Source: an optimization exercise on an open RTL-to-GDS flow (aim: small area, a short achievable clock period and few clock cycles). Production flows keep margins and buffers that such runs may drop. In this exercise RTL edits were held to simulation tests only and were not proved equivalent to the original. No activity file was given, so power comes from the tool's default toggle rates.

==> flow/design.v <==
module ring_buffer #(
    parameter N  = 64,
    parameter AW = 6,
    parameter LO = 3                
) (
    input  wire          clk,
    input  wire          rst,
    input  wire          put,        
    input  wire [7:0]    put_data,
    input  wire          get,        
    output reg  [7:0]    rd_data,    
    output reg           empty,
    output reg           full,
    output reg  [AW-1:0] depth
);
    localparam NL = 1 << LO;
    localparam NH = N >> LO;
    localparam LAST = N - 2;        
    reg [8*(N-1)-1:0] store;
    reg [NL-1:0]  rs_lo;            
    reg [NL-1:0]  rs_lo_n;          
    reg [NH-1:0]  rs_hi;
    reg [AW-1:0]  wp;               
    reg           wb_v;
    reg [7:0]     wb_d;
    reg [NH-1:0]  we_hi;            
    wire [NL-1:0] we_lo = {{(NL-1){1'b0}}, 1'b1} << wp[LO-1:0];
    reg           one, two;
    integer i, j;
    always @(posedge clk) begin
        for (j = 0; j < NH; j = j + 1)
            for (i = 0; i < NL; i = i + 1)
                if (NL*j+i <= LAST && we_hi[j] && we_lo[i])
                    store[8*(NL*j+i) +: 8] <= wb_d;
    end
    wire [AW-1:0] wp1 = (wp == LAST) ? {AW{1'b0}} : wp + 1'b1;
    wire [NL-1:0] lo_sel_a = rs_lo;
    wire [NL-1:0] lo_sel_b = ~rs_lo_n;
    wire [NH-1:0] hi_sel   = rs_hi;
    reg  [7:0]    grp, nxt;
    always @(*) begin
        nxt = 8'h0;
        for (j = 0; j < NH; j = j + 1) begin
            grp = 8'h0;
            for (i = 0; i < NL; i = i + 1)
                if (NL*j+i <= LAST)
                    grp = grp | (store[8*(NL*j+i) +: 8] &
                                 {{4{lo_sel_b[i]}}, {4{lo_sel_a[i]}}});
            nxt = nxt | (grp & {8{hi_sel[j]}});
        end
    end
    always @(posedge clk) begin
        if (get) begin
            if (one)
                rd_data <= put_data;
            else if (two && wb_v)
                rd_data <= wb_d;
            else
                rd_data <= nxt;
        end else if (empty && put) begin
            rd_data <= put_data;
        end
    end
    wire [AW-1:0] dp1 = depth + 1'b1;
    wire [AW-1:0] dm1 = depth - 1'b1;
    wire          up  = put && !get;
    wire          dn  = get && !put;
    always @(posedge clk) begin
        wb_d  <= put_data;
        if (rst) begin
            we_hi <= {NH{1'b0}};
            rs_lo <= {{(NL-2){1'b0}}, 2'b10};
            rs_lo_n <= ~{{(NL-2){1'b0}}, 2'b10};
            rs_hi <= {{(NH-1){1'b0}}, 1'b1};
            wp    <= LAST;
            wb_v  <= 1'b0;
            depth <= {AW{1'b0}};
            empty <= 1'b1;
            one   <= 1'b0;
            two   <= 1'b0;
            full  <= 1'b0;
        end else begin
            wb_v  <= put;
            we_hi <= put ? ({{(NH-1){1'b0}}, 1'b1} << wp1[AW-1:LO]) : {NH{1'b0}};
            if (put) wp <= wp1;
            if (get) begin
                if (rs_hi[NH-1] && rs_lo[NL-2]) begin
                    rs_lo <= {{(NL-1){1'b0}}, 1'b1};
                    rs_lo_n <= ~{{(NL-1){1'b0}}, 1'b1};
                    rs_hi <= {{(NH-1){1'b0}}, 1'b1};
                end else begin
                    rs_lo <= {rs_lo[NL-2:0], rs_lo[NL-1]};
                    rs_lo_n <= {rs_lo_n[NL-2:0], rs_lo_n[NL-1]};
                    if (rs_lo[NL-1])
                        rs_hi <= {rs_hi[NH-2:0], rs_hi[NH-1]};
                end
            end
            if (up) begin
                depth <= dp1;
                empty <= 1'b0;
                one   <= empty;
                two   <= one;
                full  <= (dp1 == {AW{1'b1}});
            end else if (dn) begin
                depth <= dm1;
                empty <= one;
                one   <= two;
                two   <= (depth == 3);
                full  <= 1'b0;
            end
        end
    end
endmodule
module usb_uart_bridge (
    input  wire        clk,
    input  wire        rst,
    input  wire        cmd_valid,
    input  wire [7:0]  cmd_data,
    output wire        cmd_ready,
    output reg         ev_valid,
    output reg  [3:0]  ev_code,
    output reg  [31:0] ev_data,
    input  wire        ev_ready
);
    localparam [3:0] EV_BRR      = 4'h0,
                     EV_SETCR    = 4'h1,
                     EV_CLRCR    = 4'h2,
                     EV_READDR   = 4'h3,
                     EV_WRITEDR  = 4'h4,
                     EV_NVIC     = 4'h5,
                     EV_REGOUT   = 4'h6,
                     EV_CFGEP    = 4'h7,
                     EV_USBREAD  = 4'h8,
                     EV_WDATA    = 4'h9,
                     EV_USBWRITE = 4'hA,
                     EV_CLEARNAK = 4'hB,
                     EV_RETURN   = 4'hC,
                     EV_RESULT   = 4'hD,
                     EV_LINEOUT  = 4'hE,
                     EV_HALT     = 4'hF;
    localparam [2:0] P_OP    = 3'd0,    
                     P_ARG   = 3'd1,    
                     P_LEN   = 3'd2,    
                     P_DATA  = 3'd3,    
                     P_MULTI = 3'd4,    
                     P_DRAIN = 3'd5;    
    localparam [3:0] M_INIT1 = 4'd0,    
                     M_INIT2 = 4'd1,    
                     M_IRQTX = 4'd2,    
                     M_HALT1 = 4'd3,    
                     M_CFG1  = 4'd4,    
                     M_CFG2  = 4'd5,    
                     M_RET0  = 4'd6,    
                     M_RET1  = 4'd7,    
                     M_BULK  = 4'd8;    
    function [2:0] fmt_of;
        input [7:0] o;
        begin
            case (o)
                8'h01, 8'h02, 8'h03, 8'h05, 8'h06, 8'h07,
                8'h10, 8'h13, 8'h50, 8'h61:       fmt_of = 3'd0;
                8'h00, 8'h04, 8'h42, 8'h60:       fmt_of = 3'd1;
                8'h40:                            fmt_of = 3'd2;
                8'h11:                            fmt_of = 3'd3;
                8'h12, 8'h41, 8'h43:              fmt_of = 3'd4;
                default:                          fmt_of = 3'd7;
            endcase
        end
    endfunction
    reg        hv, sv;           
    reg  [7:0] hb, sb;
    localparam K_ZERO = 0, K_NZ = 1, K_01 = 2, K_02 = 3, K_03 = 4, K_05 = 5,
               K_06 = 6, K_07 = 7, K_10 = 8, K_13 = 9, K_50 = 10, K_61 = 11;
    reg  [11:0] hk;
    function [11:0] kdec;
        input [7:0] b;
        begin
            kdec = 12'h0;
            kdec[K_ZERO] = (b == 8'h00);
            kdec[K_NZ]   = (fmt_of(b) != 3'd0);
            kdec[K_01]   = (b == 8'h01);
            kdec[K_02]   = (b == 8'h02);
            kdec[K_03]   = (b == 8'h03);
            kdec[K_05]   = (b == 8'h05);
            kdec[K_06]   = (b == 8'h06);
            kdec[K_07]   = (b == 8'h07);
            kdec[K_10]   = (b == 8'h10);
            kdec[K_13]   = (b == 8'h13);
            kdec[K_50]   = (b == 8'h50);
            kdec[K_61]   = (b == 8'h61);
        end
    endfunction
    reg        crdy;
    assign cmd_ready = crdy;
    wire go     = !ev_valid || ev_ready;
    wire cmd_in = cmd_valid && crdy;
    reg [2:0]  ph;
    reg [3:0]  step;
    reg [7:0]  op;
    reg [1:0]  argc;
    reg [1:0]  alast;
    reg        bm21;        
    reg [7:0]  rem;         
    reg        l7;          
    reg [7:0]  cnt;
    reg        skip;
    reg        pending;
    reg        nakf;
    reg        halt;
    reg [31:0] baud;
    reg [4:0]  ucr;
    reg        nvic_en;
    reg        rxne;
    reg [7:0]  rdr;
    reg        txe;
    reg [7:0]  tdr;
    reg        rx_put, rx_get, tx_put, tx_get;
    reg  [7:0] rx_put_data;
    wire [7:0] rx_rd_data, tx_rd_data;
    wire       rx_empty, rx_full, tx_empty, tx_full;
    wire [5:0] rx_depth;
    wire [6:0] tx_depth;
    ring_buffer #(.N(64), .AW(6)) u_rxrb (
        .clk(clk), .rst(rst),
        .put(rx_put && go), .put_data(rx_put_data), .get(rx_get && go),
        .rd_data(rx_rd_data), .empty(rx_empty), .full(rx_full), .depth(rx_depth)
    );
    ring_buffer #(.N(128), .AW(7)) u_txrb (
        .clk(clk), .rst(rst),
        .put(tx_put && go), .put_data(hb), .get(tx_get && go),
        .rd_data(tx_rd_data), .empty(tx_empty), .full(tx_full), .depth(tx_depth)
    );
    reg        take, tail;
    reg        e_v;
    reg [3:0]  e_c;
    reg [31:0] e_d;
    reg [2:0]  n_ph;
    reg [3:0]  n_step;
    reg [7:0]  n_op;
    reg [1:0]  n_argc, n_alast;
    reg [7:0]  n_rem, n_cnt;
    reg        n_bm21;
    reg        n_l7;
    reg        n_skip, n_pending, n_nakf, n_halt, n_nvic, n_rxne, n_txe;
    reg [31:0] n_baud;
    reg [4:0]  n_ucr;
    reg [7:0]  n_rdr, n_tdr;
    wire [7:0] bulk_n = (hb > 8'd64) ? 8'd64 : hb;
    wire [7:0] ctrl_n = (hb > 8'd7)  ? 8'd7  : hb;
    wire       last   = (rem == 8'd1);
    task start_cmd;
        begin
            n_op   = hb;
            n_argc = 2'd0;
            case (fmt_of(hb))
                3'd1: begin n_ph = P_ARG; n_alast = 2'd0; end
                3'd2: begin n_ph = P_ARG; n_alast = 2'd1; end
                3'd3: begin n_ph = P_ARG; n_alast = 2'd3; end
                3'd4: n_ph = P_LEN;
                default: n_ph = P_OP;
            endcase
        end
    endtask
    task irq_tx;
        begin
            e_v = 1'b1;
            if (tx_empty) begin
                e_c = EV_CLRCR; e_d = 32'h10;
                n_ucr[4] = 1'b0;
            end else begin
                e_c = EV_WRITEDR; e_d = {24'h0, tx_rd_data};
                tx_get = 1'b1;
                n_tdr = tx_rd_data;
                n_txe = 1'b0;
            end
        end
    endtask
    always @(*) begin
        take = 1'b0; tail = 1'b0;
        e_v = 1'b0; e_c = 4'h0; e_d = 32'h0;
        rx_put = 1'b0; rx_put_data = hb; rx_get = 1'b0;
        tx_put = 1'b0; tx_get = 1'b0;
        n_ph = ph; n_step = step; n_op = op; n_argc = argc; n_alast = alast;
        n_bm21 = bm21; n_rem = rem; n_l7 = l7; n_cnt = cnt; n_skip = skip;
        n_pending = pending; n_nakf = nakf; n_halt = halt; n_nvic = nvic_en;
        n_baud = baud; n_ucr = ucr; n_rxne = rxne; n_rdr = rdr;
        n_txe = txe; n_tdr = tdr;
        case (ph)
            P_OP: if (hv) begin
                take = 1'b1;
                n_op = hb;
                if (hk[K_NZ]) begin
                    start_cmd;
                end else if (!halt || hk[K_61]) begin
                    if (hk[K_01]) begin
                        e_v = 1'b1; e_c = EV_RESULT;
                        e_d = rx_empty ? 32'h0 : {23'h0, 1'b1, rx_rd_data};
                        rx_get = !rx_empty;
                    end
                    if (hk[K_05]) begin
                        e_v = 1'b1; e_c = EV_RESULT;
                        e_d = tx_empty ? 32'h0 : {23'h0, 1'b1, tx_rd_data};
                        tx_get = !tx_empty;
                    end
                    if (hk[K_02]) begin e_v = 1'b1; e_c = EV_RESULT; e_d = {26'h0, rx_depth}; end
                    if (hk[K_06]) begin e_v = 1'b1; e_c = EV_RESULT; e_d = {25'h0, tx_depth}; end
                    if (hk[K_03]) begin e_v = 1'b1; e_c = EV_RESULT; e_d = {31'h0, rx_empty}; end
                    if (hk[K_07]) begin e_v = 1'b1; e_c = EV_RESULT; e_d = {31'h0, tx_empty}; end
                    if (hk[K_10]) begin
                        e_v = 1'b1; e_c = EV_BRR; e_d = baud;
                        n_ph = P_MULTI; n_step = M_INIT1;
                    end
                    if (hk[K_13]) begin
                        if (rxne) begin
                            e_v = 1'b1; e_c = EV_READDR; e_d = {24'h0, rdr};
                            n_rxne = 1'b0;
                            if (rx_full) begin
                                n_ph = P_MULTI; n_step = M_HALT1;
                            end else begin
                                rx_put = 1'b1; rx_put_data = rdr;
                                if (txe) begin
                                    n_ph = P_MULTI; n_step = M_IRQTX;
                                end
                            end
                        end else if (txe) begin
                            irq_tx;
                        end
                    end
                    if (hk[K_50]) begin
                        n_cnt = 8'h0;
                        if (nakf && !tx_depth[6]) begin
                            e_v = 1'b1; e_c = EV_CLEARNAK; e_d = 32'h1;
                            n_nakf = 1'b0;
                            if (!rx_empty) n_ph = P_DRAIN;
                        end else if (!rx_empty) begin
                            e_v = 1'b1; e_c = EV_WDATA; e_d = {24'h0, rx_rd_data};
                            rx_get = 1'b1;
                            n_cnt = 8'h1;
                            n_ph = P_DRAIN;
                        end
                    end
                    if (hk[K_61]) begin
                        if (ucr[1] && ucr[2] && !txe) begin
                            e_v = 1'b1; e_c = EV_LINEOUT; e_d = {24'h0, tdr};
                            n_txe = 1'b1;
                        end
                    end
                end
            end
            P_ARG: if (hv) begin
                take = 1'b1;
                n_argc = argc + 2'd1;
                if (argc == 2'd0) n_bm21 = (hb == 8'h21);
                if (op == 8'h11 && !halt) n_baud[8*argc +: 8] = hb;
                if (argc == alast) begin
                    n_ph = P_OP;
                    if (!halt || op == 8'h60) begin
                        case (op)
                            8'h00: begin
                                e_v = 1'b1; e_c = EV_RESULT; e_d = {31'h0, !rx_full};
                                rx_put = !rx_full;
                            end
                            8'h04: begin
                                e_v = 1'b1; e_c = EV_RESULT; e_d = {31'h0, !tx_full};
                                tx_put = !tx_full;
                            end
                            8'h42: begin
                                e_v = 1'b1;
                                if (hk[K_ZERO]) begin
                                    e_c = EV_RETURN; e_d = 32'h0;
                                end else begin
                                    e_c = EV_REGOUT; e_d = 32'h1;
                                    n_ph = P_MULTI; n_step = M_CFG1;
                                end
                            end
                            8'h60: begin
                                if (ucr[1] && ucr[3] && !rxne) begin
                                    n_rdr = hb;
                                    n_rxne = 1'b1;
                                end
                            end
                            8'h40: begin
                                e_v = 1'b1; e_c = EV_RETURN;
                                n_pending = 1'b0;
                                if (bm21 && hb == 8'h20) begin
                                    n_pending = 1'b1;
                                    e_d = 32'h0;
                                end else if (bm21 && hb == 8'h22) begin
                                    e_c = EV_USBWRITE; e_d = 32'h0;
                                    n_ph = P_MULTI; n_step = M_RET0;
                                end else begin
                                    e_d = 32'h1;
                                end
                            end
                            8'h11: begin
                                e_v = 1'b1; e_c = EV_BRR; e_d = {hb, baud[23:0]};
                            end
                            default: ;
                        endcase
                    end
                end
            end
            P_LEN: if (hv) begin
                take = 1'b1;
                n_rem = hb;
                n_l7 = (hb == 8'd7);
                n_cnt = 8'h0;
                n_skip = 1'b0;
                n_ph = hk[K_ZERO] ? P_OP : P_DATA;
                if (halt) begin
                    n_skip = 1'b1;
                end else begin
                    case (op)
                        8'h41: begin
                            e_v = 1'b1;
                            if (!pending) begin
                                e_c = EV_RETURN; e_d = 32'h1;
                                n_skip = 1'b1;
                            end else begin
                                n_pending = 1'b0;
                                e_c = EV_USBREAD; e_d = {16'h0, ctrl_n, 8'h0};
                                if (hk[K_ZERO]) begin
                                    n_ph = P_MULTI; n_step = M_RET1;
                                end
                            end
                        end
                        8'h43: begin
                            e_v = 1'b1; e_c = EV_USBREAD; e_d = {16'h0, bulk_n, 8'h1};
                            if (hk[K_ZERO]) begin
                                n_ph = P_MULTI; n_step = M_BULK;
                            end
                        end
                        default: ;
                    endcase
                end
            end
            P_DATA: if (hv) begin
                take = 1'b1;
                n_cnt = cnt + 8'd1;
                n_rem = rem - 8'd1;
                if (last) n_ph = P_OP;
                if (!skip) begin
                    case (op)
                        8'h12, 8'h43: begin
                            if (op == 8'h12 || !cnt[7] && !cnt[6]) begin
                                e_v = 1'b1;
                                if (tx_full) begin
                                    e_c = EV_HALT; e_d = 32'd2;
                                    n_halt = 1'b1;
                                    n_skip = 1'b1;
                                end else begin
                                    e_c = EV_SETCR; e_d = 32'h10;
                                    tx_put = 1'b1;
                                    n_ucr[4] = 1'b1;
                                    if (last && op == 8'h43) begin
                                        n_ph = P_MULTI; n_step = M_BULK;
                                    end
                                end
                            end else if (last) begin
                                n_ph = P_MULTI; n_step = M_BULK;
                            end
                        end
                        8'h41: begin
                            if (l7) begin
                                if (cnt < 8'd4) n_baud[8*cnt[1:0] +: 8] = hb;
                                if (cnt == 8'd4) begin
                                    e_v = 1'b1; e_c = EV_BRR; e_d = baud;
                                end
                                if (cnt == 8'd5) begin
                                    e_v = 1'b1; e_c = EV_USBWRITE; e_d = 32'h0;
                                end
                                if (cnt == 8'd6) begin
                                    e_v = 1'b1; e_c = EV_RETURN; e_d = 32'h0;
                                end
                            end else if (last) begin
                                e_v = 1'b1; e_c = EV_RETURN; e_d = 32'h1;
                            end
                        end
                        default: ;
                    endcase
                end
            end
            P_MULTI: begin
                e_v = 1'b1;
                tail = 1'b1;
                n_ph = P_OP;
                case (step)
                    M_INIT1: begin
                        e_c = EV_SETCR; e_d = 32'h0F;
                        n_ucr = ucr | 5'h0F;
                        n_ph = P_MULTI; n_step = M_INIT2;
                        tail = 1'b0;
                    end
                    M_INIT2: begin
                        e_c = EV_NVIC; e_d = 32'h0;
                        n_nvic = 1'b1;
                    end
                    M_IRQTX: irq_tx;
                    M_HALT1: begin
                        e_c = EV_HALT; e_d = 32'd1;
                        n_halt = 1'b1;
                    end
                    M_CFG1: begin
                        e_c = EV_CFGEP; e_d = 32'h12;
                        n_ph = P_MULTI; n_step = M_CFG2;
                        tail = 1'b0;
                    end
                    M_CFG2: begin
                        e_c = EV_CFGEP; e_d = 32'h01;
                        n_ph = P_MULTI; n_step = M_RET0;
                        tail = 1'b0;
                    end
                    M_RET0: begin e_c = EV_RETURN; e_d = 32'h0; end
                    M_RET1: begin e_c = EV_RETURN; e_d = 32'h1; end
                    default: begin    
                        e_c = EV_RETURN;
                        e_d = tx_depth[6] ? 32'h2 : 32'h0;
                        if (tx_depth[6]) n_nakf = 1'b1;
                    end
                endcase
            end
            P_DRAIN: begin
                e_v = 1'b1;
                if (!cnt[6] && !rx_empty) begin
                    e_c = EV_WDATA; e_d = {24'h0, rx_rd_data};
                    rx_get = 1'b1;
                    n_cnt = cnt + 8'd1;
                end else begin
                    e_c = EV_USBWRITE; e_d = {16'h0, cnt, 8'h2};
                    n_ph = P_OP;
                    tail = 1'b1;
                end
            end
            default: n_ph = P_OP;
        endcase
        if (tail && hv && hk[K_NZ]) begin
            take = 1'b1;
            start_cmd;
        end
    end
    wire take_g = take && go;
    always @(posedge clk) begin
        if (rst) begin
            hv   <= 1'b0;
            sv   <= 1'b0;
            crdy <= 1'b1;
        end else begin
            if (take_g) begin
                if (sv) begin
                    hb <= sb;
                    hk <= kdec(sb);
                    sv <= cmd_in;
                    sb <= cmd_data;
                end else begin
                    hv <= cmd_in;
                    hb <= cmd_data;
                    hk <= kdec(cmd_data);
                end
            end else if (cmd_in) begin
                if (hv) begin
                    sv <= 1'b1;
                    sb <= cmd_data;
                end else begin
                    hv <= 1'b1;
                    hb <= cmd_data;
                    hk <= kdec(cmd_data);
                end
            end
            crdy <= (({1'b0, hv} + {1'b0, sv} + {1'b0, cmd_in}) <= {1'b0, take_g} + 2'd1);
        end
    end
    always @(posedge clk) begin
        if (rst)
            ev_valid <= 1'b0;
        else if (go)
            ev_valid <= e_v;
    end
    always @(posedge clk) begin
        if (go) begin
            ev_code <= e_c;
            ev_data <= e_d;
        end
    end
    always @(posedge clk) begin
        if (rst) begin
            ph      <= P_OP;
            step    <= 4'd0;
            op      <= 8'h0;
            argc    <= 2'd0;
            alast   <= 2'd0;
            bm21    <= 1'b0;
            rem     <= 8'h0;
            l7      <= 1'b0;
            cnt     <= 8'h0;
            skip    <= 1'b0;
            pending <= 1'b0;
            nakf    <= 1'b0;
            halt    <= 1'b0;
            baud    <= 32'd9600;
            ucr     <= 5'h0;
            nvic_en <= 1'b0;
            rxne    <= 1'b0;
            rdr     <= 8'h0;
            txe     <= 1'b1;
            tdr     <= 8'h0;
        end else if (go) begin
            ph      <= n_ph;
            step    <= n_step;
            op      <= n_op;
            argc    <= n_argc;
            alast   <= n_alast;
            bm21    <= n_bm21;
            rem     <= n_rem;
            l7      <= n_l7;
            cnt     <= n_cnt;
            skip    <= n_skip;
            pending <= n_pending;
            nakf    <= n_nakf;
            halt    <= n_halt;
            baud    <= n_baud;
            ucr     <= n_ucr;
            nvic_en <= n_nvic;
            rxne    <= n_rxne;
            rdr     <= n_rdr;
            txe     <= n_txe;
            tdr     <= n_tdr;
        end
    end
endmodule
==> flow/run.sh <==
#!/bin/bash
# synth_recipe.tcl (not shown) runs the flow's synth.tcl, then flattens the netlist and writes it again
# the make line also repeats each setting of config.mk as NAME=value (left out here)
make -C /OpenROAD-flow-scripts/flow DESIGN_CONFIG=/design/flow/config.mk WORK_HOME=/design/flow/orfs CLKGATE_MAP_FILE= SYNTH_SCRIPT=/design/flow/synth_recipe.tcl finish
==> flow/config.mk <==
export PLATFORM = sky130hd
export DESIGN_NAME = usb_uart_bridge
export DESIGN_NICKNAME = usb_uart_bridge
export VERILOG_FILES = /design/flow/design.v
export SDC_FILE = /design/flow/constraint.sdc
export NUM_CORES = 4
export LEC_CHECK = 0
export ABC_CLOCK_PERIOD_IN_PS = 3000
export CAP_MARGIN = 20
export CORE_MARGIN = 2
export CORE_UTILIZATION = 65
export CTS_BUF_LIST = sky130_fd_sc_hd__clkbuf_4 sky130_fd_sc_hd__clkbuf_8
export CTS_CLUSTER_DIAMETER = 50
export CTS_CLUSTER_SIZE = 12
export SETUP_SLACK_MARGIN = 4.0
export SLEW_MARGIN = 20
==> flow/constraint.sdc <==
create_clock -name core_clock -period 7.0 [get_ports {clk}]
set_input_delay 1.4000 -clock core_clock [delete_from_list [all_inputs] [get_ports {clk}]]
set_output_delay 1.4000 -clock core_clock [all_outputs]
set_load 0.01 [all_outputs]
==> results of run 1 <==
## cell families after synthesis
group           count (synthesis)  share of synthesized area [%]
simple gates                 1107                          7.894
mux                            46                         0.6486
fa+ha+maj                      35                         0.6045
xor+xnor                       27                         0.3209
flops                        1828                          71.40
buf+inv                      1164                          5.957
compound gates               1388                          13.18
## worst min-delay path by stage
| stage | end | slack [ns] | cells past startpoint |
|---|---|---|---|
| after floorplan | u_txrb.wb_d[2] | 0.35 | 0 |
| after global placement | alast[1] | 0.46 | 2 |
| after detailed placement | alast[1] | 0.47 | 2 |
| after CTS | alast[1] | 0.48 | 2 |
| after global routing | baud[15] | 0.51 | 2 |
| final | alast[1] | 0.47 | 2 |
## power groups by stage
stage / clock (W) / combinational (W) / sequential, W
global route: 0.00689 / 0.00187 / 0.0127
detailed placement: 0 / 0.00162 / 0.0129
CTS: 0.00649 / 0.00167 / 0.0126
floorplan: 0 / 0.000994 / 0.0128
finish: 0.00645 / 0.00175 / 0.0126
global placement: 0 / 0.00161 / 0.0129
## critical path: cells and delay by family, from the launching register on
| kind | cells | cell delay [ns] |
|---|---|---|
| DFF | 1 | 0.38 |
| adders and majority gates | 1 | 0.18 |
| buffers and inverters | 2 | 0.31 |
| AOI/OAI and AO/OA | 4 | 0.72 |
| and+or+nand+nor | 4 | 1.46 |
## metal layers
layer	GRT usage [%]	vias up	routed length, um
met4	17.65	4	11160
met5	0	-	27
met2	56.28	2956	97810
met3	5.699	559	21240
met1	49.23	23667	79220
li1	-	20963	-
## cells in the mapped netlist (all sizes together), types with 102 or more instances
cell type	number	area, um^2
o22ai	395	2471
dfxtp	228	4564
edfxtp	1600	48050
a21oi	145	729.5
inv	808	3033
nor2	249	937.2
nand4	139	869.6
o41ai	102	893.4
a22oi	443	3326
and2	134	838.3
clkbuf	306	1149
nand2	165	619.3
## cell type report
cell class	count	area (um^2)
Antenna cell	4	10.01
Clock buffer	232	2943
Clock inverter	40	342.8
Fill cell	7595	32000
Inverter	808	3053
Multi-Input combinational cell	2603	17560
Sequential cell	1828	52760
Tap cell	1500	1877
Timing Repair Buffer	201	1936
Timing Repair inverter	2	17.52
## metrics by stage
step | setup WS (ns) | area, um^2 | power (W) | util (%) | hold slack [ns]
final | 3.853 | 80500 | 0.02084 | 71.56 | 0.4732
after global placement | 2.359 | 75810 | 0.01447 | 67.39 | 0.4572
after floorplan | 3.386 | 74010 | 0.01382 | - | 0.3462
after CTS | 3.857 | 80060 | 0.02078 | 71.16 | 0.4768
after global routing | 3.753 | 80500 | 0.02143 | 71.56 | 0.5052
after detailed placement | 2.338 | 75820 | 0.01449 | 67.39 | 0.4657
## placed cells by master, fill, tap and decap left out, types with 13 or more instances in the layout
| master | synthesis | final |
|---|---|---|
| edfxtp_1 | 1600 | 1600 |
| inv_1 | 806 | 803 |
| a22oi_1 | 443 | 434 |
| o22ai_1 | 395 | 395 |
| nor2_1 | 248 | 244 |
| clkbuf_8 | 0 | 192 |
| dfxtp_1 | 228 | 179 |
| nand2_1 | 165 | 156 |
| nand4_1 | 139 | 139 |
| a21oi_1 | 144 | 135 |
| and2_1 | 133 | 132 |
| buf_4 | 0 | 120 |
| nor3_1 | 98 | 93 |
| and3_1 | 87 | 86 |
| o21ai_0 | 72 | 71 |
| nand3_1 | 70 | 70 |
| o41ai_1 | 102 | 53 |
| o41ai_2 | 0 | 43 |
| clkbuf_4 | 0 | 40 |
| nor2b_1 | 44 | 39 |
| dfxtp_4 | 0 | 37 |
| mux2i_1 | 32 | 32 |
| ha_1 | 34 | 32 |
| a221oi_1 | 31 | 31 |
| clkdlybuf4s15_1 | 0 | 30 |
| a22o_1 | 24 | 24 |
| nand2b_1 | 21 | 21 |
| a211oi_1 | 17 | 16 |
| o211ai_1 | 15 | 15 |
| or3_1 | 16 | 15 |
| a222oi_1 | 15 | 15 |
| xor2_1 | 14 | 14 |
| buf_6 | 2 | 14 |
| xnor2_1 | 13 | 13 |
| buf_12 | 0 | 13 |
## flip-flops by register name (all words and copies together) (netlist names), 12 cells and up
| signal | cells |
|---|---|
| u_txrb.rs_hi | 16 |
| hk | 12 |
| u_txrb.we_hi | 16 |
| baud | 32 |
| u_rxrb.store | 504 |
| u_txrb.store | 1016 |
| ev_data | 32 |
## repair_timing
action | CTS | global route
endpoints found under the hold margin | 0 | 0
gates resized for setup | 186 | 44
pin swaps | 22 | 12
buffers inserted | 33 | 16
gates cloned | 0 | 2
setup endpoints to repair | 237 | 112
==> results.cfg, run 1 <==
[yosys]
yosysUniqueCellTypes = 83
synthCells = 5595
yosysWarnings = 7
async_flop_share_pct = 0
netlist_area_um2 = 73690
yosys_most_used_dff = edfxtp_1
synth_edf_count = 1600
synth.avg_cell_area_um2 = 13.17
synth-seq-cells = 1828
ys_seq_area_share_pct = 71.40
syn-num-nets = 5642

[floorplan]
die-height_um = 340.7
placementRows = 123
initial_utilization_pct = 65.50
die_x_um = 340.7
core-area_um2 = 112500
dieArea_um2 = 116100
io_pins = 50

[sta]
setup_violations = 0
hold_viol = 0
drv_slew = 0
maxSlewHeadroom_pct = 14.40
max_freq_ghz = 0.3178
grt_setup_unrepaired = yes
period_share_pct = 44.95
fin_skew_ns = 0.04216
fin_tns_setup_ns = 0
finalCriticalPeriod_ns = 3.147
worstMarginPinSlew_ns = 1.281

[setup_path]
r2r-start = op[2]
rrSetupSlack_ns = 3.85
crit_end = u_rxrb.depth[5]
startpoint = op[2]
critical_path.slowest_cell = or4_4
cp-start-kind = register
required_ns = 7.81
cp_cell_sequence = or4_4 > o21ai_4 > nand3_2 > or4_4 > a2111oi_4 > buf_4 > ha_4 > buf_6 > a31oi_1 > or3_1 > a21oi_1
r2r_end = u_rxrb.depth[5]
cp_max_fo = 9
slowest_delay_ns = 0.58
cp.arrival_ns = 3.95
cpMostUsedCell = or4_4
crit_path_end_kind = register
worstSetupPathType = reg2reg
reg2reg_depth = 11

[cells_and_area]
syn_to_final_growth_pct = 9.253
drive_gt1_share_pct = 10.85
nets = 5674
final_cells = 7218

[clock_tree]
htree_num_levels = 4
clk_latency_ns = 0.92
cts_tree = built
clkSlewWorstSetupHoldPaths_ns = 0.08
cts-root-buf = clkbuf_8
hold_buffers = 0
numClockSinks = 1828
cts_max_path_buffers = 3
cts_buffers = 183

[grt]
grt_max_degree = 101
grtUsageTotal_pct = 35.75
antenna_found_initial = 7
grt_pass1_vias = 45658
overflow = 0
grt_pass1_wl_mm = 303.6

[place]
port_buffers = 49
place.gp.congestion = 0.9565
hpwl_mm = 122.9
dp.cells = 6891

[pwr]
ir_worst_vdd_mv = 0.2178
power_frac_clock_pct = 31.0
p_comb_share_pct = 8.4
power.switching_w = 0.005156
intPower_w = 0.01568
swShare_pct = 24.74
p_per_area_nw_per_um2 = 258.8
p_seq_share_pct = 60.6
power.leakage_nw = 28.65

[run_status]
status = finished clean

[hold_path]
hold_path.class = reg2reg
hp-start = alast[1]

[drt]
avgRoutedWirePerCell_um = 29.02
dr.pass1.iters = 7
via_count = 48149
wl_mm = 209.5
via_per_inst = 6.671
drt_iter0_drc = 6777
postRouteAntennaNets = 0
post-route-drc-count = 0

[job]
cap_violations = 0
Testbench counts, summed over its fixed seeds: cycles 36,968.
==> inputs of run 2 (changes only) <==
--- a/flow/config.mk
+++ b/flow/config.mk
@@ -8,9 +8,9 @@
 export ABC_CLOCK_PERIOD_IN_PS = 3000
 export CAP_MARGIN = 20
 export CORE_MARGIN = 2
-export CORE_UTILIZATION = 65
+export CORE_UTILIZATION = 70
 export CTS_BUF_LIST = sky130_fd_sc_hd__clkbuf_4 sky130_fd_sc_hd__clkbuf_8
 export CTS_CLUSTER_DIAMETER = 50
-export CTS_CLUSTER_SIZE = 12
+export CTS_CLUSTER_SIZE = 14
 export SETUP_SLACK_MARGIN = 4.0
 export SLEW_MARGIN = 20
==> run 2 against run 1 <==
Cell count is 1.4% lower; sequential share of layout area increased by 0.15 points; still clean on timing, DRC and antenna; register-to-register slack worse by 0.07 ns.
==> results.cfg, run 2 <==
[yosys]
synth-seq-cells = 1828
yosys-top-cells-area = edfxtp_1 65%, dfxtp_1 6.2%, a22oi_1 4.5%
synthTopCellsByCount = 1600 x edfxtp_1, 806 x inv_1, 443 x a22oi_1
ys_seq_area_share_pct = 71.40
synth_edf_count = 1600
async_flop_share_pct = 0
netlist_area_um2 = 73690
synth_most_common_cell = edfxtp_1
synth.avg_cell_area_um2 = 13.17
synth_top_area_share_pct = 65.20
yosysUniqueCellTypes = 83
syn-num-nets = 5642
yosys_most_used_dff = edfxtp_1
yosysWarnings = 7
synthCells = 5595
yosys.area.top_type = edfxtp_1

[floorplan]
io_pins = 50
dieArea_um2 = 107900
placementRows = 119
die-height_um = 328.4
die_x_um = 328.4
initial_utilization_pct = 70.30
core-area_um2 = 104800

[sta]
fin_tns_setup_ns = 0
hold_viol = 0
drv_slew = 0
period_share_pct = 45.93
grt_setup_unrepaired = yes
max_freq_ghz = 0.3110
holdWs_ns = 0.4696
fin_skew_ns = 0.04196
worstMarginPinSlew_ns = 1.242
maxSlewHeadroom_pct = 17.17
finalCriticalPeriod_ns = 3.215
setup_violations = 0

[clock_tree]
cts_buffers = 160
cts-root-buf = clkbuf_8
clkSlewWorstSetupHoldPaths_ns = 0.09
cts_max_path_buffers = 3
htree_num_levels = 4
hold_buffers = 0
cts_tree = built
numClockSinks = 1828
clk_latency_ns = 0.89

[drt]
dr.pass1.iters = 8
via_count = 48416
drt_iter0_drc = 7050
via_per_inst = 6.806
avgRoutedWirePerCell_um = 28.56
wl_mm = 203.2
post-route-drc-count = 0
postRouteAntennaNets = 0

[run_status]
status = finished clean

[cells_and_area]
regMostFlops = u_txrb.store
final_common_cell = edfxtp_1
layout_top_registers = u_txrb.store (1016), u_rxrb.store (504)
layout_common_cells = 1600 x edfxtp_1, 803 x inv_1, 438 x a22oi_1
nets = 5677
syn_to_final_growth_pct = 8.999
largest_register_ffs = 1016
drive_gt1_share_pct = 10.89
nFillCells = 6447

[grt]
met2_usage_pct = 58.42
met1_usage_pct = 51.66
antenna_found_initial = 2
overflow = 0
grt_pass1_vias = 45686
grt_use_met3_pct = 6.621
grt_pass1_wl_mm = 294.8
grtUsageTotal_pct = 37.42
grt_max_degree = 97
busiest_layer = met2

[setup_path]
cp-start-kind = register
worstSetupPathType = reg2reg
required_ns = 7.74
crit_path_end_kind = register
cp_max_fo = 7
cp_cell_sequence = or4_4 > o21ai_4 > nand3_2 > or4_4 > a2111oi_4 > buf_6 > ha_4 > buf_6 > nand4_1 > a21oi_2 > xnor2_1 > nor2_1
path_delay_family = simple AND/OR/NAND/NOR gates
critical_path.slowest_cell = or4_4
worst-path-buf-inv = 2
cp.arrival_ns = 3.96
slowest_delay_ns = 0.56

[place]
place.gp.congestion = 0.9427
port_buffers = 49
hpwl_mm = 121.7

[hold_path]
hold_path.class = reg2reg

[pwr]
power.leakage_nw = 28.71
ir_worst_vdd_mv = 0.2365
p_per_area_nw_per_um2 = 259.6

[job]
cap_violations = 0
-- run 2: area by class of cell --
class / count / area, um^2 / area share, %
sequential: 1828 / 52760 / 65.70
multi-input combinational: 2604 / 17550 / 21.85
inverter: 808 / 3057 / 3.806
clock buffer: 214 / 2676 / 3.332
timing repair buffer: 227 / 1993 / 2.482
tap: 1391 / 1740 / 2.167
clock inverter: 38 / 519.2 / 0.6465
timing repair inverter: 1 / 8.758 / 0.01090
antenna: 3 / 7.507 / 0.009347
-- run 2: per-layer routing --
metal	share of wire, %	vias to the layer above
met2	47	3155
met3	11	626
met4	5.1	2
met1	37	23644
li1	-	20989
met5	0.0039	-
-- run 2: metrics by stage --
| step | util [%] | power, W | cell area (um^2) | setup slack (ns) | cells |
|---|---|---|---|---|---|
| after floorplan | - | 0.01382 | 74010 | 3.386 | 5595 |
| after global placement | 72.12 | 0.01448 | 75600 | 2.155 | 6779 |
| after detailed placement | 72.14 | 0.01449 | 75620 | 2.139 | 6780 |
| after CTS | 76.14 | 0.02072 | 79810 | 3.825 | 7086 |
| after global routing | 76.62 | 0.02138 | 80310 | 3.735 | 7112 |
| final | 76.62 | 0.02085 | 80320 | 3.785 | 7114 |
-- run 2: timing repair --
| item | CTS | global route |
|---|---|---|
| resized for setup | 155 | 53 |
| setup buffers | 52 | 25 |
| setup endpoints to repair | 361 | 121 |
| cloned | 2 | 0 |
| pin swaps | 18 | 20 |
-- run 2: kinds of logic after synthesis --
family                     after synthesis  share of synthesized area [%]
and+or+nand+nor                       1107                          7.894
adders and majority gates               35                         0.6045
buffers and inverters                 1164                          5.957
muxes                                   46                         0.6486
AOI/OAI and AO/OA                     1388                          13.18
xor gates and xnor gates                27                         0.3209
DFF                                   1828                          71.40
-- run 2: worst paths after layout --
path	cells after the start	slack (ns)	end	from
max	12	3.78	u_rxrb.depth[3]	op[2]
min	2	0.47	alast[1]	alast[1]
max reg2reg	12	3.78	u_rxrb.depth[3]	op[2]
min reg2reg	2	0.47	alast[1]	alast[1]
-- run 2: tightest hold or removal path, stage by stage, from the launching register on --
cell,delay [ns]
dfxtp_1,0.33
inv_1,0.05
a211oi_1,0.05
-- run 2: report_power, final --
part | switching (W) | internal, W
combinational | 0.00126 | 0.000618
sequential | 0.000346 | 0.0123
clock | 0.00346 | 0.00290
total | 0.00507 | 0.0158
==> inputs of run 3 (changes only) <==
--- a/flow/design.v
+++ b/flow/design.v
@@ -23,8 +23,8 @@
     reg [AW-1:0]  wp;               
     reg           wb_v;
     reg [7:0]     wb_d;
+    reg [NL-1:0]  we_lo;            
     reg [NH-1:0]  we_hi;            
-    wire [NL-1:0] we_lo = {{(NL-1){1'b0}}, 1'b1} << wp[LO-1:0];
     reg           one, two;
     integer i, j;
     always @(posedge clk) begin
@@ -67,6 +67,7 @@
     wire          dn  = get && !put;
     always @(posedge clk) begin
         wb_d  <= put_data;
+        we_lo <= {{(NL-1){1'b0}}, 1'b1} << wp1[LO-1:0];
         if (rst) begin
             we_hi <= {NH{1'b0}};
             rs_lo <= {{(NL-2){1'b0}}, 2'b10};
--- a/flow/config.mk
+++ b/flow/config.mk
@@ -8,9 +8,9 @@
 export ABC_CLOCK_PERIOD_IN_PS = 3000
 export CAP_MARGIN = 20
 export CORE_MARGIN = 2
-export CORE_UTILIZATION = 70
+export CORE_UTILIZATION = 65
 export CTS_BUF_LIST = sky130_fd_sc_hd__clkbuf_4 sky130_fd_sc_hd__clkbuf_8
 export CTS_CLUSTER_DIAMETER = 50
-export CTS_CLUSTER_SIZE = 14
+export CTS_CLUSTER_SIZE = 12
 export SETUP_SLACK_MARGIN = 4.0
 export SLEW_MARGIN = 20
==> run 3 against run 2 <==
Sequential power is essentially flat; clock power is 4.2% higher; still clean on timing, DRC and antenna; first-iteration DRC count shrank 1.4%; hold slack gained 0.0030 ns; combinational power down 32%; synthesized cell count fell by 14%.
==> results.cfg, run 3 <==
[grt]
antenna_found_initial = 8
grtUsageTotal_pct = 35.86
grt_max_degree = 90
overflow = 0
grt_pass1_wl_mm = 293.0
grt_pass1_vias = 43216

[drt]
postRouteAntennaNets = 0
via_count = 46013
wl_mm = 203.1
drt_iter0_drc = 6953
dr.pass1.iters = 9
via_per_inst = 7.130
post-route-drc-count = 0
avgRoutedWirePerCell_um = 31.48

[yosys]
yosys.area.top_type = edfxtp_1
synth_most_common_cell = edfxtp_1
ys_seq_area_share_pct = 73.82
yosysWarnings = 7
synth_edf_count = 1600
synth.avg_cell_area_um2 = 14.94
yosys_most_used_dff = edfxtp_1
yosys-top-cells-area = edfxtp_1 67%, a22oi_1 8.0%, dfxtp_1 6.8%
synthTopCellsByCount = 1600 x edfxtp_1, 766 x a22oi_1, 247 x clkbuf_1
synth-seq-cells = 1844
synthCells = 4798
synth_top_area_share_pct = 67.01
syn-num-nets = 4839
netlist_area_um2 = 71700
async_flop_share_pct = 0
yosysUniqueCellTypes = 95

[pwr]
ir_worst_vdd_mv = 0.2322
power.leakage_nw = 24.30
power.switching_w = 0.004686
swShare_pct = 23.08
p_comb_share_pct = 6.3
p_per_area_nw_per_um2 = 259.7
power_frac_clock_pct = 32.7
p_seq_share_pct = 61.0
intPower_w = 0.01562

[cells_and_area]
largest_register_ffs = 1016
layout_common_cells = 1600 x edfxtp_1, 766 x a22oi_1, 230 x nor2_1
layout_top_registers = u_txrb.store (1016), u_rxrb.store (504)
nets = 4917
final_common_cell = edfxtp_1
syn_to_final_growth_pct = 9.044
regMostFlops = u_txrb.store
drive_gt1_share_pct = 12.05

[clock_tree]
cts_buffers = 180
cts-root-buf = clkbuf_8
numClockSinks = 1844
clk_latency_ns = 0.90
hold_buffers = 0
cts_tree = built
clkSlewWorstSetupHoldPaths_ns = 0.08
cts_max_path_buffers = 3
htree_num_levels = 4

[floorplan]
core-area_um2 = 109200
die_x_um = 336.1
io_pins = 50
placementRows = 121
dieArea_um2 = 113000
initial_utilization_pct = 65.69
die-height_um = 336.1

[place]
port_buffers = 49
place.gp.congestion = 1.024
hpwl_mm = 120.1

[setup_path]
cp-start-kind = register
cp.arrival_ns = 3.89
cp_max_fo = 6
worstSetupPathType = reg2reg
required_ns = 7.83
crit_path_end_kind = register

[sta]
worstMarginPinSlew_ns = 1.287
holdWs_ns = 0.4726
max_freq_ghz = 0.3261
drv_slew = 0
fin_tns_setup_ns = 0
hold_viol = 0
period_share_pct = 43.81
setup_violations = 0
finalCriticalPeriod_ns = 3.067
maxSlewHeadroom_pct = 14.12
fin_skew_ns = 0.03995
grt_setup_unrepaired = yes

[job]
cap_violations = 0

[hold_path]
hold_path.class = reg2reg

[run_status]
status = finished clean
run 3: changes by cell type after synthesis, moves of 59 or more:
| cell | change |
|---|---|
| and3_1 | -62 |
| a22oi_1 | +323 |
| inv_1 | -739 |
| o41ai_1 | -97 |
| clkbuf_1 | -59 |
| a41oi_1 | +110 |
| o22ai_1 | -373 |
| and2_1 | +77 |
run 3: area by class of cell:
class	instances	area, um^2
Multi-Input combinational cell	2575	17870
Fill cell	7182	30970
Clock inverter	30	375.4
Sequential cell	1844	53020
Timing Repair Buffer	197	1658
Tap cell	1476	1847
Inverter	76	317.8
Clock buffer	248	3063
Timing Repair inverter	2	17.52
Antenna cell	5	12.51
run 3: cell families after synthesis:
family | after synthesis | synth area share [%]
buffers and inverters | 381 | 2.047
muxes | 55 | 0.7974
AOI/OAI and AO/OA | 1408 | 14.64
adders and majority gates | 29 | 0.5165
and+or+nand+nor | 1050 | 7.800
xor gates and xnor gates | 31 | 0.3787
DFF | 1844 | 73.82
run 3: power by group through the flow:
| stage | registers (W) | logic [W] | clock network, W |
|---|---|---|---|
| floorplan | 0.0126 | 0.000646 | 0 |
| global route | 0.0124 | 0.00135 | 0.00707 |
| global placement | 0.0126 | 0.00115 | 0 |
| CTS | 0.0124 | 0.00121 | 0.00667 |
| detailed placement | 0.0126 | 0.00116 | 0 |
| finish | 0.0124 | 0.00128 | 0.00664 |
run 3: per-layer routing:
layer	routed length [um]	vias to the layer above	track usage, %
met5	16	-	0
met3	24760	466	8.241
met1	80710	23064	53.29
met2	90570	3042	52.70
li1	-	19439	-
met4	7061	2	12.65
run 3: through the flow:
step / cell area, um^2 / utilization [%] / cells / total power (W) / worst slack [ns]
after floorplan: 71920 / - / 4798 / 0.01326 / 3.654
after global placement: 73850 / 67.65 / 6122 / 0.01377 / 2.114
after detailed placement: 73850 / 67.65 / 6122 / 0.01378 / 1.977
after CTS: 77780 / 71.26 / 6419 / 0.02025 / 3.895
after global routing: 78180 / 71.62 / 6451 / 0.02081 / 3.830
final: 78190 / 71.63 / 6453 / 0.02030 / 3.933
run 3: final timing paths:
path | startpoint | to | slack (ns) | cells past startpoint
setup / recovery | op[6] | u_txrb.depth[6] | 3.93 | 12
hold / removal | nakf | nakf | 0.47 | 2
setup reg to reg | op[6] | u_txrb.depth[6] | 3.93 | 12
hold reg to reg | nakf | nakf | 0.47 | 2
run 3: repair_timing:
item / in CTS / in global routing
buffers inserted: 15 / 29
cloned: 4 / 0
endpoints found under the setup margin: 278 / 92
gates resized for setup: 144 / 54
pin swaps: 14 / 16
run 3: worst max-delay path, cell delays in order (launching register included):
cell	delay (ns)
dfxtp_4	0.36
or4_4	0.59
nor4_4	0.35
nand4_1	0.20
o21ai_4	0.25
nor2b_4	0.22
ha_4	0.18
and3_4	0.19
nand2_2	0.06
nor2_1	0.10
a31oi_1	0.05
or3_1	0.32
a21oi_1	0.12
Testbench counts of run 3, summed over its fixed seeds: cycles 36,968.
==> inputs of run 4 (changes only) <==
--- a/flow/config.mk
+++ b/flow/config.mk
@@ -5,12 +5,12 @@
 export SDC_FILE = /design/flow/constraint.sdc
 export NUM_CORES = 4
 export LEC_CHECK = 0
-export ABC_CLOCK_PERIOD_IN_PS = 3000
+export ABC_CLOCK_PERIOD_IN_PS = 2800
 export CAP_MARGIN = 20
 export CORE_MARGIN = 2
 export CORE_UTILIZATION = 65
 export CTS_BUF_LIST = sky130_fd_sc_hd__clkbuf_4 sky130_fd_sc_hd__clkbuf_8
 export CTS_CLUSTER_DIAMETER = 50
 export CTS_CLUSTER_SIZE = 12
-export SETUP_SLACK_MARGIN = 4.0
+export SETUP_SLACK_MARGIN = 4.3
 export SLEW_MARGIN = 20
==> run 4 against run 3 <==
Still clean; hold slack better by 0.013 ns; clock power decreased by 2%; synthesized area did not move; register-to-register slack gained 0.15 ns; die area did not move; critical path type unchanged; critical endpoint is now u_txrb.depth[4]; highest routed layer unchanged.
==> results.cfg, run 4 <==
[run_status]
status = finished clean

[sta]
fin_skew_ns = 0.06287
drv_slew = 0
setup_violations = 0
worstMarginPinSlew_ns = 1.012
max_freq_ghz = 0.3433
grt_setup_unrepaired = yes
finalCriticalPeriod_ns = 2.913
maxSlewHeadroom_pct = 32.03
period_share_pct = 41.61
holdWs_ns = 0.4854
hold_viol = 0
fin_tns_setup_ns = 0

[grt]
grt_max_degree = 118
overflow = 0
grt_pass1_vias = 43775
antenna_found_initial = 9
grtUsageTotal_pct = 36.73
grt_pass1_wl_mm = 300.1

[pwr]
p_per_area_nw_per_um2 = 255.0
power_frac_clock_pct = 32.2
intPower_w = 0.01548
p_comb_share_pct = 6.4
power.switching_w = 0.004742
p_seq_share_pct = 61.4
swShare_pct = 23.45
ir_worst_vdd_mv = 0.1877
fin_total_pwr_w = 0.02022
power.leakage_nw = 24.79

[yosys]
async_flop_share_pct = 0
synthCells = 4798
synth.avg_cell_area_um2 = 14.94
yosysWarnings = 7
syn-num-nets = 4839
synth_most_common_cell = edfxtp_1
yosys.area.top_type = edfxtp_1
netlist_area_um2 = 71700
yosys_most_used_dff = edfxtp_1
synth_top_area_share_pct = 67.01
yosysUniqueCellTypes = 95
ys_seq_area_share_pct = 73.82
synth-seq-cells = 1844
synthTopCellsByCount = 1600 x edfxtp_1, 766 x a22oi_1, 247 x clkbuf_1
synth_edf_count = 1600
yosys-top-cells-area = edfxtp_1 67%, a22oi_1 8.0%, dfxtp_1 6.8%

[cells_and_area]
final_core_util_pct = 72.65
regMostFlops = u_txrb.store
nets = 4963
drive_gt1_share_pct = 15.45
layout_top_registers = u_txrb.store (1016), u_rxrb.store (504)
largest_register_ffs = 1016
final_common_cell = edfxtp_1
layout_common_cells = 1600 x edfxtp_1, 757 x a22oi_1, 224 x nor2_1
syn_to_final_growth_pct = 10.60

[clock_tree]
htree_num_levels = 4
clkSlewWorstSetupHoldPaths_ns = 0.08
numClockSinks = 1844
cts_tree = built
cts_buffers = 183
clk_latency_ns = 0.91
cts-root-buf = clkbuf_8
hold_buffers = 0
cts_max_path_buffers = 3

[setup_path]
reg2reg_depth = 14
crit_path_end_kind = register
worstSetupPathType = reg2reg
rrSetupSlack_ns = 4.09
cp-start-kind = register
cp.arrival_ns = 3.65
required_ns = 7.74
cp_max_fo = 16
r2r-start = ph[2]
r2r_end = u_txrb.depth[4]

[floorplan]
initial_utilization_pct = 65.69
die-height_um = 336.1
dieArea_um2 = 113000
io_pins = 50
core-area_um2 = 109200
placementRows = 121
die_x_um = 336.1

[place]
place.gp.congestion = 0.9858
hpwl_mm = 124.7
port_buffers = 49

[drt]
post-route-drc-count = 0
wl_mm = 208.6
via_per_inst = 7.185
avgRoutedWirePerCell_um = 32.11
dr.pass1.iters = 8
drt_iter0_drc = 7529
via_count = 46689
postRouteAntennaNets = 0

[job]
cap_violations = 0

[hold_path]
hold_path.class = reg2reg
hp-start = nakf
holdPathStages = 2
hold_end = nakf
## run 4: cell counts after synthesis
No cell type changed its count.
## run 4: how the worst max path moves through the flow
stage	endpoint	depth (start not counted)	from	slack, ns
after global placement	u_txrb.depth[4]	13	ev_ready	2.25
after floorplan	u_txrb.depth[6]	14	ev_ready	3.69
after detailed placement	u_txrb.depth[4]	13	ev_ready	2.23
final	u_txrb.depth[4]	14	ph[2]	4.09
after global routing	u_txrb.depth[6]	12	op[4]	4.01
after CTS	ev_data[1]	1	ev_data[1]	4.09
## run 4: what timing repair did
action / 4_1_cts / 5_1_grt
buffers inserted: 45 / 44
gates resized for setup: 359 / 88
cloned: 3 / 3
setup endpoints to repair: 333 / 173
pin swaps: 50 / 57
## run 4: stage by stage
step	setup slack (ns)	area (um^2)	instances
floorplan	3.690	72080	4798
global placement	2.249	73940	6118
CTS	4.090	78510	6444
detailed placement	2.226	73940	6118
finish	4.087	79300	6498
global route	4.007	79290	6494
## run 4: logic make-up after synthesis
family	after synthesis	synth area share, %
flip-flops	1844	73.82
AO/OA/AOI/OAI	1408	14.64
AND/OR/NAND/NOR	1050	7.800
buffers and inverters	381	2.047
multiplexers	55	0.7974
XOR/XNOR	31	0.3787
adder cells (fa/ha/maj)	29	0.5165
## run 4: worst max-delay path, cell delays in order (launching register included)
cell and delay [ns]:
dfxtp_4 0.37, buf_8 0.16, nor4b_4 0.30, nand3_2 0.20
o31a_1 0.39, nor2_4 0.17, clkinvlp_4 0.12, ha_4 0.18
buf_4 0.14, inv_4 0.05, nand2_2 0.05, or3_4 0.33
a21oi_2 0.14, xnor2_1 0.13, nor2_1 0.05
## run 4: area by class of cell
| cell class | instances | area, um^2 |
|---|---|---|
| antenna | 7 | 17.52 |
| fill | 6993 | 29860 |
| inverter | 76 | 355.3 |
| tap | 1476 | 1847 |
| multi-input combinational | 2575 | 18570 |
| timing repair buffer | 240 | 2082 |
| sequential | 1844 | 53060 |
| timing repair inverter | 2 | 17.52 |
| clock inverter | 32 | 276.5 |
| clock buffer | 246 | 3067 |
## run 4: layer usage
layer	global-route usage, %	part of all wire [%]	wire length (um)
met3	9.043	13	26860
met2	54.35	45	93050
met4	12.84	3.7	7657
met5	1.660	0.13	273
met1	53.68	39	80800
## run 4: power by group through the flow
stage	Sequential, W	Combinational, W	Clock, W
5_1_grt	0.0124	0.00136	0.00695
2_1_floorplan	0.0126	0.000663	0
6_report	0.0124	0.00129	0.00652
3_3_place_gp	0.0126	0.00110	0
3_5_place_dp	0.0127	0.00111	0
4_1_cts	0.0124	0.00118	0.00654
==> inputs of run 5 (changes only) <==
--- a/flow/config.mk
+++ b/flow/config.mk
@@ -5,12 +5,12 @@
 export SDC_FILE = /design/flow/constraint.sdc
 export NUM_CORES = 4
 export LEC_CHECK = 0
-export ABC_CLOCK_PERIOD_IN_PS = 2800
+export ABC_CLOCK_PERIOD_IN_PS = 2600
 export CAP_MARGIN = 20
 export CORE_MARGIN = 2
 export CORE_UTILIZATION = 65
 export CTS_BUF_LIST = sky130_fd_sc_hd__clkbuf_4 sky130_fd_sc_hd__clkbuf_8
 export CTS_CLUSTER_DIAMETER = 50
 export CTS_CLUSTER_SIZE = 12
-export SETUP_SLACK_MARGIN = 4.3
+export SETUP_SLACK_MARGIN = 4.5
 export SLEW_MARGIN = 20
==> run 5 against run 4 <==
Still clean; critical path type unchanged; synthesized cell count did not move; maximum frequency hardly changed; critical path depth is 2 lower; worst setup slack about the same.
==> results.cfg, run 5 <==
[run_status]
status = finished clean

[drt]
post-route-drc-count = 0
via_count = 47148
via_per_inst = 7.198
avgRoutedWirePerCell_um = 32.48
wl_mm = 212.8
drt_iter0_drc = 7875
dr.pass1.iters = 8
postRouteAntennaNets = 0

[yosys]
synth_most_common_cell = edfxtp_1
synthTopCellsByCount = 1600 x edfxtp_1, 766 x a22oi_1, 247 x clkbuf_1
yosysWarnings = 7
yosys-top-cells-area = edfxtp_1 67%, a22oi_1 8.0%, dfxtp_1 6.8%
synth.avg_cell_area_um2 = 14.94
ys_seq_area_share_pct = 73.82
yosysUniqueCellTypes = 95
synth_top_area_share_pct = 67.01
syn-num-nets = 4839
async_flop_share_pct = 0
synthCells = 4798
netlist_area_um2 = 71700
yosys_most_used_dff = edfxtp_1
synth-seq-cells = 1844
yosys.area.top_type = edfxtp_1
synth_edf_count = 1600

[floorplan]
core-area_um2 = 109200
placementRows = 121
dieArea_um2 = 113000
die_x_um = 336.1
initial_utilization_pct = 65.69
io_pins = 50
die-height_um = 336.1

[cells_and_area]
drive_gt1_share_pct = 17.72
final_area_um2 = 80710
syn_to_final_growth_pct = 12.56
layout_common_cells = 1600 x edfxtp_1, 747 x a22oi_1, 219 x nor2_1
regMostFlops = u_txrb.store
final_common_cell = edfxtp_1
largest_register_ffs = 1016
layout_top_registers = u_txrb.store (1016), u_rxrb.store (504)
nets = 5022
final_core_util_pct = 73.94

[place]
place.gp.congestion = 0.9699
port_buffers = 49
hpwl_mm = 120.2
place_area_um2 = 74100

[pwr]
p_per_area_nw_per_um2 = 251.1
ir_worst_vdd_mv = 0.2037
power.leakage_nw = 25.35

[sta]
worstMarginPinSlew_ns = 1.029
grt_setup_unrepaired = yes
fin_tns_setup_ns = 0
setup_violations = 0
max_freq_ghz = 0.3433
finalCriticalPeriod_ns = 2.913
fin_skew_ns = 0.06112
drv_slew = 0
hold_viol = 0
maxSlewHeadroom_pct = 31.38
period_share_pct = 41.61

[setup_path]
crit_path_end_kind = register
required_ns = 7.83
cp-start-kind = register
cp.arrival_ns = 3.75
cp_max_fo = 4
worstSetupPathType = reg2reg

[hold_path]
hold_path.class = reg2reg

[job]
cap_violations = 0

[grt]
grtUsageTotal_pct = 37.25
grt_pass1_vias = 43660
antenna_found_initial = 10
grt_max_degree = 96
grt_pass1_wl_mm = 302.9
overflow = 0

[clock_tree]
cts-root-buf = clkbuf_8
clkSlewWorstSetupHoldPaths_ns = 0.07
numClockSinks = 1844
htree_num_levels = 4
clk_latency_ns = 0.94
cts_buffers = 180
cts_tree = built
cts_max_path_buffers = 3
run 5: worst max-delay path: stages, from the launching register on:
cell and delay [ns]:
dfxtp_4 0.35, or4_4 0.58, nor4_4 0.30, nand4_1 0.21, o21ai_4 0.19, nor2b_4 0.20
ha_4 0.19, and3_4 0.19, nand2_2 0.06, nor2_1 0.10, a31oi_1 0.05, or3_1 0.32
a21oi_1 0.12
run 5: cell families (layout without fill, tap and decap cells):
| family | Yosys count | after routing | synth area share, % |
|---|---|---|---|
| multiplexers | 55 | 55 | 0.7974 |
| other | 0 | 7 | 0 |
| adder cells (fa/ha/maj) | 29 | 29 | 0.5165 |
| buffers and inverters | 381 | 645 | 2.047 |
| AO/OA/AOI/OAI | 1408 | 1409 | 14.64 |
| flip-flops | 1844 | 1844 | 73.82 |
| XOR/XNOR | 31 | 31 | 0.3787 |
| AND/OR/NAND/NOR | 1050 | 1054 | 7.800 |
run 5: final timing paths:
path	start	to	slack, ns	depth (start not counted)
setup / recovery	op[6]	u_txrb.depth[6]	4.09	12
hold / removal	nakf	nakf	0.49	2
setup reg to reg	op[6]	u_txrb.depth[6]	4.09	12
hold reg to reg	nakf	nakf	0.49	2
run 5: metrics by stage:
| stage | worst slack (ns) | power (W) | std cells | hold slack (ns) |
|---|---|---|---|---|
| 3_3_place_gp | 2.400 | 0.01378 | 6118 | 0.4565 |
| 2_1_floorplan | 3.687 | 0.01329 | 4798 | 0.3462 |
| 3_5_place_dp | 2.315 | 0.01379 | 6119 | 0.4731 |
| 5_1_grt | 3.937 | 0.02074 | 6545 | 0.5074 |
| 6_report | 4.087 | 0.02026 | 6550 | 0.4887 |
| 4_1_cts | 4.058 | 0.02015 | 6481 | 0.4837 |
run 5: power by group:
group | total (W) | internal, W | leakage, nW | switching (W)
combinational | 0.00139 | 0.000483 | 7.14 | 0.000910
sequential | 0.0124 | 0.0122 | 16.5 | 0.000261
clock | 0.00646 | 0.00285 | 1.72 | 0.00360
total | 0.0203 | 0.0155 | 25.4 | 0.00477
run 5: metal layers:
metal / up-vias / wire (um) / GRT usage (%)
met5: - / 13 / 0
li1: 19661 / - / -
met2: 3518 / 93870 / 53.96
met3: 505 / 29800 / 9.550
met4: 2 / 8025 / 14.40
met1: 23462 / 81050 / 54.81
run 5: cell type report:
class / count / area, um^2
sequential: 1844 / 53080
fill: 6789 / 28450
multi-input combinational: 2578 / 19040
timing repair buffer: 296 / 3034
clock buffer: 233 / 2907
tap: 1476 / 1847
inverter: 76 / 371.6
clock inverter: 35 / 370.4
timing repair inverter: 5 / 42.54
antenna: 7 / 17.52
run 5: timing repair:
action / in CTS / in global routing
pin swaps: 72 / 82
setup buffers: 82 / 56
gates resized for setup: 412 / 182
gates cloned: 12 / 6
endpoints found under the hold margin: 0 / 0
endpoints found under the setup margin: 342 / 236
hold buffers: 0 / 0

-- static timing again, ports no longer ideal --
In the flow no input, the clock included, has a driving cell. The finished layouts below were timed again as built, in two steps. Step 1 (the two cells are an assumption about what drives the block):
set clk [get_ports {clk}]
set_driving_cell -lib_cell sky130_fd_sc_hd__clkbuf_16 $clk
set_driving_cell -lib_cell sky130_fd_sc_hd__buf_2 [delete_from_list [all_inputs] $clk]
Step 2 also shifts input and output timing later by t, the mid clock arrival at the registers, as if the neighbouring blocks saw the same clock. a / b / c = ideal ports / drivers / drivers and shift; a / b = the first two.
run | shift t [ns] | setup slack, ns | worst setup path after step 2 | latest minus earliest clock arrival (ns) | cell pins on the clock port's net
run 1 | 0.966 | 3.853 / 3.853 / 3.036 | input to register | 0.047 / 0.048 | 1
run 2 | 0.946 | 3.785 / 3.785 / 3.014 | input to register | 0.046 / 0.046 | 1
run 3 | 0.954 | 3.933 / 3.933 / 3.116 | input to register | 0.041 / 0.041 | 1
run 4 | 0.950 | 4.087 / 4.087 / 3.204 | input to register | 0.065 / 0.064 | 1
run 5 | 0.975 | 4.087 / 4.054 / 3.371 | input to register | 0.068 / 0.068 | 1
After both steps every run listed still meets setup and hold. For run 4, which loses most, drivers alone change the setup slack by 0.000 ns; drivers and shift together by -0.883 ns.
